From an optimization exercise on the open Yosys and OpenROAD flow, aimed at small area, a short achievable clock period and few clock cycles; shortcuts taken in it are not production practice.
No functional check of the RTL was part of any run shown here.

==> design/flow/run.sh <==
#!/bin/bash
# synth_recipe.tcl (not shown) runs the flow's synth.tcl, then flattens the netlist and writes it again
# the make line also repeats each setting of config.mk as NAME=value (left out here)
make -C /OpenROAD-flow-scripts/flow DESIGN_CONFIG=/design/flow/config.mk WORK_HOME=/design/flow/orfs CLKGATE_MAP_FILE= SYNTH_SCRIPT=/design/flow/synth_recipe.tcl finish
==> design/flow/config.mk <==
export PLATFORM = sky130hd
export DESIGN_NAME = fsk_f2s
export DESIGN_NICKNAME = fsk_f2s
export VERILOG_FILES = /design/flow/design.v
export SDC_FILE = /design/flow/constraint.sdc
export NUM_CORES = 4
export LEC_CHECK = 0
export CAP_MARGIN = 20
export CORE_MARGIN = 2
export CORE_UTILIZATION = 40
export SLEW_MARGIN = 20
==> design/flow/constraint.sdc <==
create_clock -name core_clock -period 18.0 [get_ports {clk}]
set_input_delay 3.6000 -clock core_clock [delete_from_list [all_inputs] [get_ports {clk}]]
set_output_delay 3.6000 -clock core_clock [all_outputs]
set_load 0.01 [all_outputs]
==> design/flow/design.v <==
module fsk_freq_table (
    input  wire [6:0]  idx,
    output reg  [12:0] tbl_freq,
    output reg  [7:0]  tbl_code
);
  always @(*) begin
    tbl_freq = 13'd1000 + {idx, 5'd0} + {1'b0, idx, 4'd0} + {5'd0, idx, 1'b0};
    if (idx < 7'd26)       tbl_code = {1'b0, idx} + 8'h41;
    else if (idx < 7'd52)  tbl_code = {1'b0, idx} + 8'h47;
    else if (idx < 7'd62)  tbl_code = {1'b0, idx} - 8'h04;
    else if (idx < 7'd67)  tbl_code = {1'b0, idx} + 8'h42;
    else                   tbl_code = 8'h00;
    if (idx > 7'd66) tbl_freq = 13'd0;
  end
endmodule
module fsk_f2s (
    input  wire        clk,
    input  wire        rst,           
    input  wire        in_valid,
    output wire        in_ready,
    input  wire [63:0] in_num,
    input  wire [63:0] in_den,
    input  wire [31:0] in_tol,
    input  wire        in_gate_en,
    input  wire [31:0] in_gate_lo,
    input  wire [31:0] in_gate_hi,
    output reg         out_valid,
    output reg  [1:0]  out_status,
    output reg  [7:0]  out_code,
    output reg  [6:0]  out_index
);
  localparam [1:0] ST_FOUND    = 2'd0;
  localparam [1:0] ST_NOTFOUND = 2'd1;
  localparam [1:0] ST_ILLEGAL  = 2'd2;
  localparam [1:0] ST_GATED    = 2'd3;
  parameter [12:0] REG_AFTER = 13'b0_0100_1001_0001;
  reg        v0;
  reg [63:0] n0, d0;
  reg [31:0] t0, lo0, hi0;
  reg        ge0, fast0, sat0, s3_0, gz0;
  reg [5:0]  lz0;
  wire slow0 = ~fast0 & ~sat0;
  assign in_ready = ~(v0 & slow0);
  wire accept = in_valid & in_ready;
  wire in_fast = in_den > {13'd0, in_num[63:13]};
  wire in_sat  = in_den <= {39'd0, in_num[63:39]};
  function [5:0] lzc64(input [63:0] x);
    reg [31:0] a;
    reg [15:0] b;
    reg [7:0]  c;
    reg [3:0]  e;
    reg [1:0]  f;
    begin
      lzc64[5] = ~|x[63:32];
      a = lzc64[5] ? x[31:0] : x[63:32];
      lzc64[4] = ~|a[31:16];
      b = lzc64[4] ? a[15:0] : a[31:16];
      lzc64[3] = ~|b[15:8];
      c = lzc64[3] ? b[7:0] : b[15:8];
      lzc64[2] = ~|c[7:4];
      e = lzc64[2] ? c[3:0] : c[7:4];
      lzc64[1] = ~|e[3:2];
      f = lzc64[1] ? e[1:0] : e[3:2];
      lzc64[0] = ~f[1];
    end
  endfunction
  localparam MW = 50;
  localparam M_V = 0, M_FX = 1, M_FST = 2, M_SLOW = 4, M_PR = 5, M_GE = 7,
             M_LO = 8, M_HI = 22, M_T = 36;
  wire [65:0]   s_w [0:13];    
  wire [65:0]   c_w [0:13];
  wire [63:0]   d_w [0:13];    
  wire [12:0]   b_w [0:13];    
  wire [12:0]   p_w [0:13];    
  wire [12:0]   n_w [0:13];    
  wire [MW-1:0] m_w [0:13];
  wire [65:0]   sm = s_w[0];
  wire [65:0]   cm = c_w[0];
  wire [63:0]   dm = d_w[0];
  wire [12:0]   pm = p_w[0];
  wire [12:0]   nm = n_w[0];
  wire [MW-1:0] mm = m_w[0];
  wire mv    = mm[M_V];
  wire mslow = mm[M_SLOW];
  wire [1:0] mpr = mm[M_PR+1:M_PR];
  reg busy;
  wire inj_rec   = mv & mslow & (mpr != 2'd0);
  wire inj_slow1 = v0 & slow0 & ~busy;
  wire inj_fast  = v0 & ~slow0;
  function [13:0] sat14(input [31:0] x);
    sat14 = (x[31:13] != 19'd0) ? 14'd8192 : {1'b0, x[12:0]};
  endfunction
  wire ill0 = (d0 == 64'd0);
  wire [5:0]   sx   = fast0 ? lz0 : (s3_0 ? lz0 - 6'd26 : lz0 - 6'd13);
  wire [63:0]  dn   = d0 << lz0;
  wire [76:0]  xn   = {13'd0, n0} << sx;
  reg [65:0]   s_in, c_in;
  reg [12:0]   b_in;
  reg [MW-1:0] m_in;
  always @(*) begin
    s_in = {2'b00, xn[76:13]};
    c_in = 66'd0;
    b_in = xn[12:0];
    m_in = {MW{1'b0}};
    m_in[M_GE] = ge0;
    m_in[M_LO +: 14] = gz0 ? 14'd8192 : sat14(lo0);
    m_in[M_HI +: 14] = sat14(hi0);
    m_in[M_T  +: 14] = sat14(t0);
    m_in[M_FX] = sat0;
    m_in[M_FST +: 2] = ill0 ? ST_ILLEGAL : (ge0 ? ST_GATED : ST_NOTFOUND);
    if (inj_rec) begin
      s_in = sm;
      c_in = cm;
      b_in = 13'd0;
      m_in[M_SLOW] = 1'b1;
      m_in[M_PR +: 2] = mpr - 2'd1;
      m_in[M_V] = 1'b1;
      m_in[M_FX] = 1'b0;
    end else if (inj_slow1) begin
      m_in[M_SLOW] = 1'b1;
      m_in[M_PR +: 2] = s3_0 ? 2'd2 : 2'd1;
      m_in[M_V] = 1'b1;
      m_in[M_FX] = 1'b0;
    end else begin
      m_in[M_V] = inj_fast;
    end
  end
  assign s_w[13] = s_in;
  assign c_w[13] = c_in;
  assign d_w[13] = dn;
  assign b_w[13] = b_in;
  assign p_w[13] = 13'd0;
  assign n_w[13] = 13'd0;
  assign m_w[13] = m_in;
  genvar j;
  generate
    for (j = 12; j >= 0; j = j - 1) begin : g_step
      wire [65:0] s = s_w[j+1];
      wire [65:0] c = c_w[j+1];
      wire [63:0] d = d_w[j+1];
      wire [66:0] a  = {s, b_w[j+1][j]};
      wire [66:0] bb = {c, 1'b0};
      wire [3:0] est = a[66:63] + bb[66:63];
      wire q1 = ~est[3];                   
      wire qm = est[3] & ~(&est[2:0]);     
      wire [65:0] x = ({66{q1}} & {2'b11, ~d}) | ({66{qm}} & {2'b00, d});
      wire [65:0] sn = a[65:0] ^ bb[65:0] ^ x;
      wire [65:0] cn = {(a[64:0] & bb[64:0]) | (a[64:0] & x[64:0]) | (bb[64:0] & x[64:0]), q1};
      wire [12:0] pn = p_w[j+1] | ({12'd0, q1} << j);
      wire [12:0] nn = n_w[j+1] | ({12'd0, qm} << j);
      if (REG_AFTER[j]) begin : g_reg
        reg [65:0]   s_q, c_q;
        reg [63:0]   d_q;
        reg [12:0]   b_q, p_q, n_q;
        reg [MW-1:0] m_q;
        always @(posedge clk) begin
          s_q <= sn;
          c_q <= cn;
          d_q <= d;
          b_q <= b_w[j+1];
          p_q <= pn;
          n_q <= nn;
          m_q[MW-1:1] <= m_w[j+1][MW-1:1];
          m_q[0] <= rst ? 1'b0 : m_w[j+1][0];
        end
        assign s_w[j] = s_q;
        assign c_w[j] = c_q;
        assign d_w[j] = d_q;
        assign b_w[j] = b_q;
        assign p_w[j] = p_q;
        assign n_w[j] = n_q;
        assign m_w[j] = m_q;
      end else begin : g_comb
        assign s_w[j] = sn;
        assign c_w[j] = cn;
        assign d_w[j] = d;
        assign b_w[j] = b_w[j+1];
        assign p_w[j] = pn;
        assign n_w[j] = nn;
        assign m_w[j] = m_w[j+1];
      end
    end
  endgenerate
  reg [25:0] accp, accn;
  wire [65:0] wr   = sm + cm;
  wire        wneg = wr[65];
  wire        wz0  = (wr == 66'd0);
  wire [65:0] dx   = {2'b00, dm};
  wire [65:0] hx   = wr ^ dx;
  wire [65:0] kx   = {wr[64:0] | dx[64:0], 1'b0};
  wire        wzm  = (hx == kx);
  wire        rnz  = wneg ? ~wzm : ~wz0;
  wire [13:0] qlow = {1'b0, pm} - {1'b0, nm} - {13'd0, wneg};
  reg        f1_v, f1_slow, f1_fx, f1_ge, f1_rnz;
  reg [1:0]  f1_fst;
  reg [13:0] f1_q, f1_lo, f1_hi, f1_t;
  always @(posedge clk) begin
    f1_v    <= rst ? 1'b0 : (mv & ~inj_rec);
    f1_slow <= mslow;
    f1_fx   <= mm[M_FX];
    f1_fst  <= mm[M_FST +: 2];
    f1_ge   <= mm[M_GE];
    f1_rnz  <= rnz;
    f1_q    <= qlow;
    f1_lo   <= mm[M_LO +: 14];
    f1_hi   <= mm[M_HI +: 14];
    f1_t    <= mm[M_T  +: 14];
  end
  wire done_slow = f1_v & f1_slow;
  always @(posedge clk) begin
    if (rst) begin
      v0   <= 1'b0;
      busy <= 1'b0;
    end else begin
      if (in_ready) v0 <= in_valid;
      else if (done_slow) v0 <= 1'b0;
      if (inj_slow1) busy <= 1'b1;
      else if (done_slow) busy <= 1'b0;
    end
    if (accept) begin
      n0    <= in_num;
      d0    <= in_den;
      t0    <= in_tol;
      lo0   <= in_gate_lo;
      hi0   <= in_gate_hi;
      ge0   <= in_gate_en;
      fast0 <= in_fast;
      sat0  <= in_sat;
      s3_0  <= (in_den[63:38] == 26'd0);
      gz0   <= in_gate_en & (in_num == 64'd0);
      lz0   <= lzc64(in_den);
    end
    if (inj_slow1) begin
      accp <= 26'd0;
      accn <= 26'd0;
    end else if (inj_rec) begin
      accp <= {accp[12:0], pm};
      accn <= {accn[12:0], nm};
    end
  end
  wire [13:0] q_f  = f1_q;    
  wire [13:0] qc_f = q_f + {13'd0, f1_rnz};
  wire gok_f = (q_f >= f1_lo) & (qc_f <= f1_hi);
  wire signed [16:0] v_f = $signed({3'd0, qc_f}) - $signed({3'd0, f1_t}) - 17'sd1000;
  wire signed [16:0] s_f = $signed({3'd0, q_f}) + $signed({3'd0, f1_t}) - 17'sd1000;
  wire [38:0] q_full  = {accp - accn, 13'd0} + {{25{f1_q[13]}}, f1_q};
  wire [39:0] qc_full = {1'b0, q_full} + {39'd0, f1_rnz};
  wire gok_s = ({1'b0, q_full} >= {8'd0, lo0}) & (qc_full <= {8'd0, hi0});
  wire signed [41:0] w_s = $signed({2'd0, qc_full}) - $signed({10'd0, t0}) - 42'sd1000;
  wire v_le0  = f1_slow ? (w_s <= 0)    : (v_f <= 0);
  wire v_big  = f1_slow ? (w_s > 3300)  : (v_f > 3300);
  wire [11:0] v12 = f1_slow ? w_s[11:0] : v_f[11:0];
  wire s_neg  = ~f1_slow & (s_f < 0);
  wire s_big  = f1_slow | (s_f >= 3300);
  wire [11:0] s12 = s_f[11:0];
  wire gated  = (f1_slow ? ge0 : f1_ge) & ~(f1_slow ? gok_s : gok_f);
  reg        f2_v, f2_fx, f2_gated, f2_vle0, f2_vbig, f2_sneg, f2_sbig;
  reg [1:0]  f2_fst;
  reg [11:0] f2_v12, f2_s12;
  always @(posedge clk) begin
    f2_v     <= rst ? 1'b0 : f1_v;
    f2_fx    <= f1_fx;
    f2_fst   <= f1_fst;
    f2_gated <= gated;
    f2_vle0  <= v_le0;
    f2_vbig  <= v_big;
    f2_v12   <= v12;
    f2_sneg  <= s_neg;
    f2_sbig  <= s_big;
    f2_s12   <= s12;
  end
  wire [11:0] vp = f2_v12 + 12'd49;
  wire [23:0] vm = vp * 11'd1311;
  wire [23:0] sm50 = f2_s12 * 11'd1311;
  wire [6:0]  ia = f2_vle0 ? 7'd0 : vm[22:16];
  wire [6:0]  ib = sm50[22:16];
  reg        f3_v, f3_fx, f3_gated, f3_found;
  reg [1:0]  f3_fst;
  reg [6:0]  f3_ia, f3_ib;
  reg        f3_sbig, f3_sneg, f3_vbig;
  always @(posedge clk) begin
    f3_v     <= rst ? 1'b0 : f2_v;
    f3_fx    <= f2_fx;
    f3_fst   <= f2_fst;
    f3_gated <= f2_gated;
    f3_ia    <= ia;
    f3_ib    <= ib;
    f3_sbig  <= f2_sbig;
    f3_sneg  <= f2_sneg;
    f3_vbig  <= f2_vbig;
  end
  wire found = ~f3_vbig & (f3_sbig | (~f3_sneg & (f3_ia <= f3_ib)));
  wire [12:0] tbl_freq;
  wire [7:0]  tbl_code;
  fsk_freq_table u_table (
      .idx      (f3_ia),
      .tbl_freq (tbl_freq),
      .tbl_code (tbl_code)
  );
  always @(posedge clk) begin
    out_valid <= rst ? 1'b0 : f3_v;
    if (f3_fx) begin
      out_status <= f3_fst;
      out_code   <= 8'd0;
      out_index  <= 7'd0;
    end else if (f3_gated) begin
      out_status <= ST_GATED;
      out_code   <= 8'd0;
      out_index  <= 7'd0;
    end else if (found) begin
      out_status <= ST_FOUND;
      out_code   <= tbl_code;
      out_index  <= f3_ia;
    end else begin
      out_status <= ST_NOTFOUND;
      out_code   <= 8'd0;
      out_index  <= 7'd0;
    end
  end
endmodule
==> results of run 1 <==
-- through the flow --
step	util (%)	hold WS (ps)	instances	instance area [µm²]
floorplan	-	309.6	10151	97190
global placement	42.80	309.7	13219	103200
detailed placement	42.82	312.1	13220	103200
CTS	45.34	277.7	13527	109300
global route	45.35	290.8	13529	109300
finish	45.35	286.9	13533	109300
-- per-layer routing --
layer	share of wire (%)	up-vias	wire [µm]	track usage, %
met4	5.3	8	16170	11.62
met2	47	2097	142300	40.65
met3	5.9	483	17810	4.053
met5	0.015	-	46	0
met1	42	35348	126700	30.97
li1	-	33589	-	-
-- kinds of logic (layout without fill, tap and decap cells) --
family          Yosys count  after routing  share of synthesized area, %
simple gates           2252           2252                         10.45
buf+inv                1995           2187                         7.742
compound gates         1956           1956                         11.69
fa+ha+maj              1632           1632                         28.24
flops                  1488           1488                         33.07
mux                     498            498                         5.813
xor+xnor                330            330                         2.996
other cells               0              5                             0
-- layout by cell type (no fill, tap or decap), types with 53 or more instances in the layout --
cell type / synthesis / routed
ha_1: 696 / 696
fa_1: 936 / 936
and3_1: 70 / 69
a21o_1: 137 / 137
clkdlybuf4s50_1: 0 / 246
nor2b_1: 73 / 72
inv_1: 1547 / 1546
clkbuf_16: 0 / 171
mux2i_1: 417 / 413
edfxtp_1: 235 / 235
xnor2_1: 180 / 169
nand2_1: 898 / 895
nand2b_1: 53 / 53
nand4_1: 94 / 94
o21a_1: 55 / 55
nor3_1: 61 / 61
buf_4: 0 / 84
nor4_1: 91 / 89
dfxtp_1: 1253 / 1253
xor2_1: 148 / 141
o21ai_0: 624 / 624
a21oi_1: 761 / 756
nand3_1: 72 / 72
nor2_1: 680 / 679
a211oi_1: 62 / 53
-- layout make-up --
cell class | instances | area share (%)
flip-flops and latches | 1488 | 29.41
multi-input cells | 6668 | 53.21
clock buffers | 222 | 4.365
repair buffers | 331 | 2.855
clock inverters | 85 | 1.188
diodes | 5 | 0.01145
well taps | 3185 | 3.646
inverters | 1549 | 5.320
-- sequential cells by signal, indices dropped and copies added, names as in the netlist, 26 cells and up --
| register | flops |
|---|---|
| accp | 26 |
| n0 | 64 |
| g_step.g_reg.d_q | 256 |
| accn | 26 |
| d0 | 64 |
| g_step.g_reg.p_q | 28 |
| hi0 | 32 |
| lo0 | 32 |
| g_step.g_reg.c_q | 263 |
| g_step.g_reg.m_q | 200 |
| g_step.g_reg.s_q | 264 |
| t0 | 32 |
| g_step.g_reg.n_q | 31 |
-- critical path: cells and delay by family, from the launching register on --
kind | cells | cell delay [ps]
xor gates and xnor gates | 7 | 1290
DFF | 1 | 400
and+or+nand+nor | 1 | 710
buffers and inverters | 11 | 3870
AOI/OAI and AO/OA | 15 | 4720
adders and majority gates | 8 | 3370
-- path summary, 6_finish.rpt --
kind	start	end	slack [ps]	cells past startpoint
min reg2reg	g_step[7].g_reg.p_q[12]$_DFF_P_	g_step[4].g_reg.p_q[12]$_DFF_P_	290	0
max	g_step[4].g_reg.s_q[63]$_DFF_P_	g_step[0].g_reg.s_q[56]$_DFF_P_	3330	42
max reg2reg	g_step[4].g_reg.s_q[63]$_DFF_P_	g_step[0].g_reg.s_q[56]$_DFF_P_	3330	42
min	g_step[7].g_reg.p_q[12]$_DFF_P_	g_step[4].g_reg.p_q[12]$_DFF_P_	290	0
==> key figures, run 1 <==
Min path
  • Hold Path Class: reg2reg

Global routing
  • First-pass GRT wire length: 462.4 mm
  • Number of global-route vias before repair: 74,033
  • Initial antenna violation count: 10
  • Remaining Overflow, GRT: 0
  • GRT Util Overall: 24.45%
  • Largest net degree at the start of global routing: 76

Timing
  • Fin crit share: 81.49%
  • Fmax: 0.06817 GHz
  • Final setup violation count: 0
  • Measured slew at the worst slew-check pin: 1216 ps
  • Final hold viol count: 0
  • RSZ-0062 raised after global routing: false
  • Worst rel slew slack: 18.93%
  • Final setup margin: 3331 ps
  • Tmin final: 14,670 ps
  • Slew Viols, Final: 0
  • Post-Route Setup TNS: 0 ps
  • Clk_skew: 57.76 ps

Synth
  • Post-synth EDFFs: 235
  • Post-Synthesis Cell Area: 97,190 µm²
  • Ys Warns: 2
  • Top cell type by total area after synthesis: dfxtp_1
  • Async SR Flop Fraction: 0%
  • Distinct cells, synth: 107
  • Post-synth top cells: 1,547 x inv_1, 1,253 x dfxtp_1, 936 x fa_1, 898 x nand2_1, 761 x a21oi_1
  • FF+latch count, synth: 1,488
  • Register area share after synthesis: 33.07%
  • Synth top area cells: dfxtp_1 26%, fa_1 19%, ha_1 9.0%
  • Synth Net Count: 12,011
  • Avg Synthesized Cell Area: 9.574 µm²
  • Count leader, synth: inv_1
  • Post-synth top area share: 25.81%
  • Cells after Synth: 10,151
  • Ys flop type: dfxtp_1

Final layout
  • Area grow syn2layout: 12.45%
  • Filler cells: 22,783
  • FF+latch area: 32,140 µm²
  • Area of the multi-input gates: 58,150 µm²
  • Share of cells above drive strength 1: 5.579%
  • Final nets: 12,066

Critical path
  • CP required: 18,710 ps
  • Crit path kind: reg2reg
  • Startpoint Class: flip-flop
  • Slowest stage delay, CP: 850 ps
  • CP endpoint kind: flip-flop
  • Crit-path max FO: 66
  • Critical path's slowest cell: a31oi_4
  • Crit path top cell by count: a21oi_1
  • CP arrival: 15,380 ps

Routing
  • Post-DR vias/cell: 5.285
  • DR vias: 71,525
  • First-pass DRT Iterations: 8
  • Drt drc: 0
  • Detail Route Antenna Nets: 0
  • Drt total wl: 303.0 mm
  • Detailed Route Iter0 Violations: 5,183
  • Wire length per cell: 22.39 µm

Place
  • Port buffer count: 246
  • HPWL Detailed: 243.0 mm
  • Final RePlAce weighted congestion: 0.9468
  • Setup slack at placement: 3561 ps

Die
  • Core footprint: 241,000 µm²
  • Initial Util: 40.33%
  • Die extent in y: 496.9 µm
  • Die area: 246,900 µm²
  • Cell Rows: 180
  • Num ports: 247
  • Die X: 496.9 µm

Clocking
  • Clock transition at path regs: 70 ps
  • Clock Latency Late Sink: 870 ps
  • Post-CTS sizing: 0
  • Cts hold-fix bufs: 0
  • Clock Sinks: 1,488
  • Post-CTS Setup Repair Bufs: 0
  • Cts bufs inserted: 168
  • Root Driver: clkbuf_16
  • Buffer depth of the longest clock path: 3
  • CTS tree: yes
  • H-tree depth: 4

Job
  • MaxCap Viol Count: 0

Run status
  • Status: timing/DRC/antenna clean
==> run 2: changes to the inputs <==
--- a/design/flow/design.v
+++ b/design/flow/design.v
@@ -33,7 +33,7 @@
   localparam [1:0] ST_NOTFOUND = 2'd1;
   localparam [1:0] ST_ILLEGAL  = 2'd2;
   localparam [1:0] ST_GATED    = 2'd3;
-  parameter [12:0] REG_AFTER = 13'b0_0100_1001_0001;
+  parameter [12:0] REG_AFTER = 13'b0_1010_0100_1001;
   reg        v0;
   reg [63:0] n0, d0;
   reg [31:0] t0, lo0, hi0;
==> key figures, run 2 <==
Routing
  • First-pass DRT Iterations: 7 (was 8)
  • Detail Route Antenna Nets: 0 (unchanged)
  • Drt drc: 0 (unchanged)
  • DR vias: 74,307 (was 71,525)
  • Detailed Route Iter0 Violations: 5,680 (was 5,183)
  • Drt total wl: 316.9 mm (was 303.0 mm)
  • Post-DR vias/cell: 5.276 (was 5.285)
  • Wire length per cell: 22.50 µm (was 22.39 µm)

Synth
  • Async SR Flop Fraction: 0% (unchanged)
  • Synth Area in Simple Gates: 10.44% (was 10.45%)
  • Count leader, synth: dfxtp_1 (was inv_1)
  • Synth top area cells: dfxtp_1 30%, fa_1 18%, ha_1 8.5% (was dfxtp_1 26%, fa_1 19%, ha_1 9.0%)
  • Synth Area in Compound Gates: 11.69% (about the same)
  • Post-synth top area share: 29.62% (was 25.81%)
  • Ys flop type: dfxtp_1 (unchanged)
  • Post-synthesis mux area share: 4.933% (was 5.813%)
  • FF+latch count, synth: 1,751 (was 1,488)
  • Synth Net Count: 12,248 (was 12,011)
  • Ys Warns: 2 (unchanged)
  • Synth Area in Adders: 26.79% (was 28.24%)
  • Cells after Synth: 10,388 (was 10,151)
  • Post-synth top cells: 1,516 x dfxtp_1, 1,449 x inv_1, 1,021 x nand2_1, 936 x fa_1, 726 x o21ai_0 (was 1,547 x inv_1, 1,253 x dfxtp_1, 936 x fa_1, 898 x nand2_1, 761 x a21oi_1)
  • Synth Area in XOR/XNOR: 2.957% (was 2.996%)
  • Largest family of logic cells by synthesized area: adder cells (unchanged)
  • Post-synth EDFFs: 235 (unchanged)
  • Distinct cells, synth: 99 (was 107)
  • Top cell type by total area after synthesis: dfxtp_1 (unchanged)
  • Post-Synthesis Cell Area: 102,400 µm² (was 97,190 µm²)
  • Register area share after synthesis: 36.51% (was 33.07%)
  • Avg Synthesized Cell Area: 9.862 µm² (was 9.574 µm²)

Run status
  • Status: timing/DRC/antenna clean (unchanged)

Critical path
  • CP required: 18,720 ps (was 18,710 ps)
  • Critical path's slowest cell: buf_4 (was a31oi_4)
  • Crit path top cell by count: buf_4 (was a21oi_1)
  • Crit path kind: reg2reg (unchanged)
  • CP endpoint kind: flip-flop (unchanged)
  • Crit-path max FO: 67 (was 66)
  • Slowest stage delay, CP: 680 ps (was 850 ps)
  • CP arrival: 12,030 ps (was 15,380 ps)
  • Startpoint Class: flip-flop (unchanged)

Place
  • HPWL Detailed: 251.3 mm (was 243.0 mm)
  • Port buffer count: 246 (unchanged)
  • Placed cell areas: 109,100 µm² (was 103,200 µm²)
  • Final RePlAce weighted congestion: 0.9384 (was 0.9468)

Die
  • Core footprint: 254,400 µm² (was 241,000 µm²)
  • Num ports: 247 (unchanged)
  • Initial Util: 40.27% (was 40.33%)
  • Die X: 510.1 µm (was 496.9 µm)
  • Cell Rows: 185 (was 180)
  • Die extent in y: 510.1 µm (was 496.9 µm)
  • Die area: 260,200 µm² (was 246,900 µm²)

Timing
  • Hold slack: 270.2 ps (was 286.9 ps)
  • Final setup violation count: 0 (unchanged)
  • Clk_skew: 67.78 ps (was 57.76 ps)
  • Fmax: 0.08841 GHz (was 0.06817 GHz)
  • Measured slew at the worst slew-check pin: 1220 ps (was 1216 ps)
  • Worst rel slew slack: 16.32% (was 18.93%)
  • Post-Route Setup TNS: 0 ps (unchanged)
  • Tmin final: 11,310 ps (was 14,670 ps)
  • Final hold viol count: 0 (unchanged)
  • Slew Viols, Final: 0 (unchanged)
  • RSZ-0062 raised after global routing: false (unchanged)
  • Fin crit share: 62.84% (was 81.49%)

Global routing
  • GR peak layer: met2 (unchanged)
  • First-pass GRT wire length: 481.2 mm (was 462.4 mm)
  • Grt met3 use: 3.194% (was 4.053%)
  • GRT Util Overall: 24.38% (was 24.45%)
  • Largest net degree at the start of global routing: 87 (was 76)
  • GR Util met1: 31.28% (was 30.97%)
  • Global Route met2 Usage: 41.33% (was 40.65%)
  • Remaining Overflow, GRT: 0 (unchanged)
  • Number of global-route vias before repair: 76,580 (was 74,033)
  • Initial antenna violation count: 5 (was 10)

Final layout
  • Commonest non-fill, non-tap cell in the layout: dfxtp_1 (was inv_1)
  • Area of the multi-input gates: 58,780 µm² (was 58,150 µm²)
  • Largest registers: g_step.g_reg.s_q: 330 flops, g_step.g_reg.c_q: 329 flops, g_step.g_reg.d_q: 320 flops (was g_step.g_reg.s_q: 264 flops, g_step.g_reg.c_q: 263 flops, g_step.g_reg.d_q: 256 flops)
  • Filler cells: 23,813 (was 22,783)
  • Max reg flops: 330 (was 264)
  • FF+latch area: 37,410 µm² (was 32,140 µm²)
  • Final nets: 12,418 (was 12,066)
  • Area grow syn2layout: 12.78% (was 12.45%)
  • Design Area, Final: 115,500 µm² (was 109,300 µm²)
  • Share of cells above drive strength 1: 5.563% (was 5.579%)
  • Most frequent cells in the layout: 1,516 x dfxtp_1, 1,449 x inv_1, 1,018 x nand2_1 (was 1,546 x inv_1, 1,253 x dfxtp_1, 936 x fa_1)
  • Largest Register: g_step.g_reg.s_q (unchanged)

Clocking
  • Post-CTS sizing: 0 (unchanged)
  • Clock Sinks: 1,751 (was 1,488)
  • Root Driver: clkbuf_16 (unchanged)
  • Clock transition at path regs: 60 ps (was 70 ps)
  • CTS tree: yes (unchanged)
  • Buffer depth of the longest clock path: 3 (unchanged)
  • Cts bufs inserted: 186 (was 168)
  • Clock Latency Late Sink: 870 ps (about the same)
  • H-tree depth: 4 (unchanged)
  • Post-CTS Setup Repair Bufs: 0 (unchanged)
  • Cts hold-fix bufs: 0 (unchanged)

Min path
  • Hold Path Class: reg2reg (unchanged)

Job
  • MaxCap Viol Count: 0 (unchanged)
[run 2: cell types whose count changed after synthesis, sizes merged, moves of 15 or more]
cell | before | now
a21oi | 762 | 667
clkbuf | 367 | 294
a31oi | 48 | 63
nor2 | 681 | 626
nand3 | 72 | 96
dfxtp | 1253 | 1516
inv | 1548 | 1453
mux2i | 417 | 374
xnor2 | 180 | 209
o21ai | 633 | 733
nand2 | 898 | 1021
[run 2: area by class of cell]
cell class	instances	share of cell area, %
Multi-Input combinational cell	6816	50.87
Sequential cell	1751	32.37
Inverter	1456	4.730
Clock buffer	248	4.468
Tap cell	3366	3.645
Timing Repair Buffer	347	2.787
Clock inverter	95	1.109
Antenna cell	6	0.01299
[run 2: path summary, 6_finish.rpt]
kind,endpoint,startpoint,slack [ps],cells after the start
hold reg to reg,g_step[3].g_reg.m_q[49]$_DFF_P_,g_step[6].g_reg.m_q[49]$_DFF_P_,270,0
setup / recovery,g_step[0].g_reg.s_q[22]$_DFF_P_,g_step[3].g_reg.s_q[63]$_DFF_P_,6690,35
setup reg to reg,g_step[0].g_reg.s_q[22]$_DFF_P_,g_step[3].g_reg.s_q[63]$_DFF_P_,6690,35
hold / removal,g_step[3].g_reg.m_q[49]$_DFF_P_,g_step[6].g_reg.m_q[49]$_DFF_P_,270,0
[run 2: layer usage]
metal / wire length [µm] / vias up
li1: - / 34857
met1: 134400 / 36838
met2: 151700 / 2130
met3: 16140 / 480
met4: 14660 / 2
met5: 8 / -
[run 2: per-stage QoR]
step | util [%] | setup slack (ps) | cells
floorplan | - | 8439 | 10388
global placement | 42.87 | 6814 | 13736
detailed placement | 42.88 | 6681 | 13736
CTS | 45.41 | 6654 | 14079
global route | 45.41 | 5909 | 14080
finish | 45.42 | 6690 | 14085
[run 2: kinds of logic (layout without fill, tap and decap cells)]
logic type      count (synthesis)  after routing
xor+xnor                      345            345
simple gates                 2371           2371
mux                           443            443
buf+inv                      1821           2146
flops                        1751           1751
other cells                     0              6
compound gates               2025           2025
fa+ha+maj                    1632           1632
[run 2: critical path: cells and delay by family (launching register included)]
family / cells / cell delay (ps)
adder cells (fa/ha/maj): 6 / 2380
XOR/XNOR: 5 / 950
AO/OA/AOI/OAI: 12 / 2270
flip-flops: 1 / 400
buffers and inverters: 11 / 5000
AND/OR/NAND/NOR: 1 / 120

==> port drivers added, routing unchanged <==
The flow's constraints put no driver on any port. The routed layouts listed below were extracted and timed again, unchanged, in two steps. Step 1 (the two cells are an assumption about what drives the block):
set clk [get_ports {clk}]
set_driving_cell -lib_cell sky130_fd_sc_hd__clkbuf_16 $clk
set_driving_cell -lib_cell sky130_fd_sc_hd__buf_2 [delete_from_list [all_inputs] $clk]
Step 2 moves the port delays by t, midway between the first and last clock arrival at a register: inputs arrive t later, outputs are due t later. That takes back most of the time a late clock gives input paths. Three values: ideal ports, drivers, drivers and shift; two values: the first two.
run | shift t [ns] | setup WS [ns] | worst hold slack (ns) | worst setup path after step 2 | cell pins on the clock port's net
run 1 | 0.930 | 3.331 / 3.331 / 3.331 | 0.287 / 0.287 / 0.287 | register to register | 1
run 2 | 0.931 | 6.690 / 6.690 / 6.690 | 0.270 / 0.270 / 0.270 | register to register | 1
After both steps every run listed still meets setup and hold.
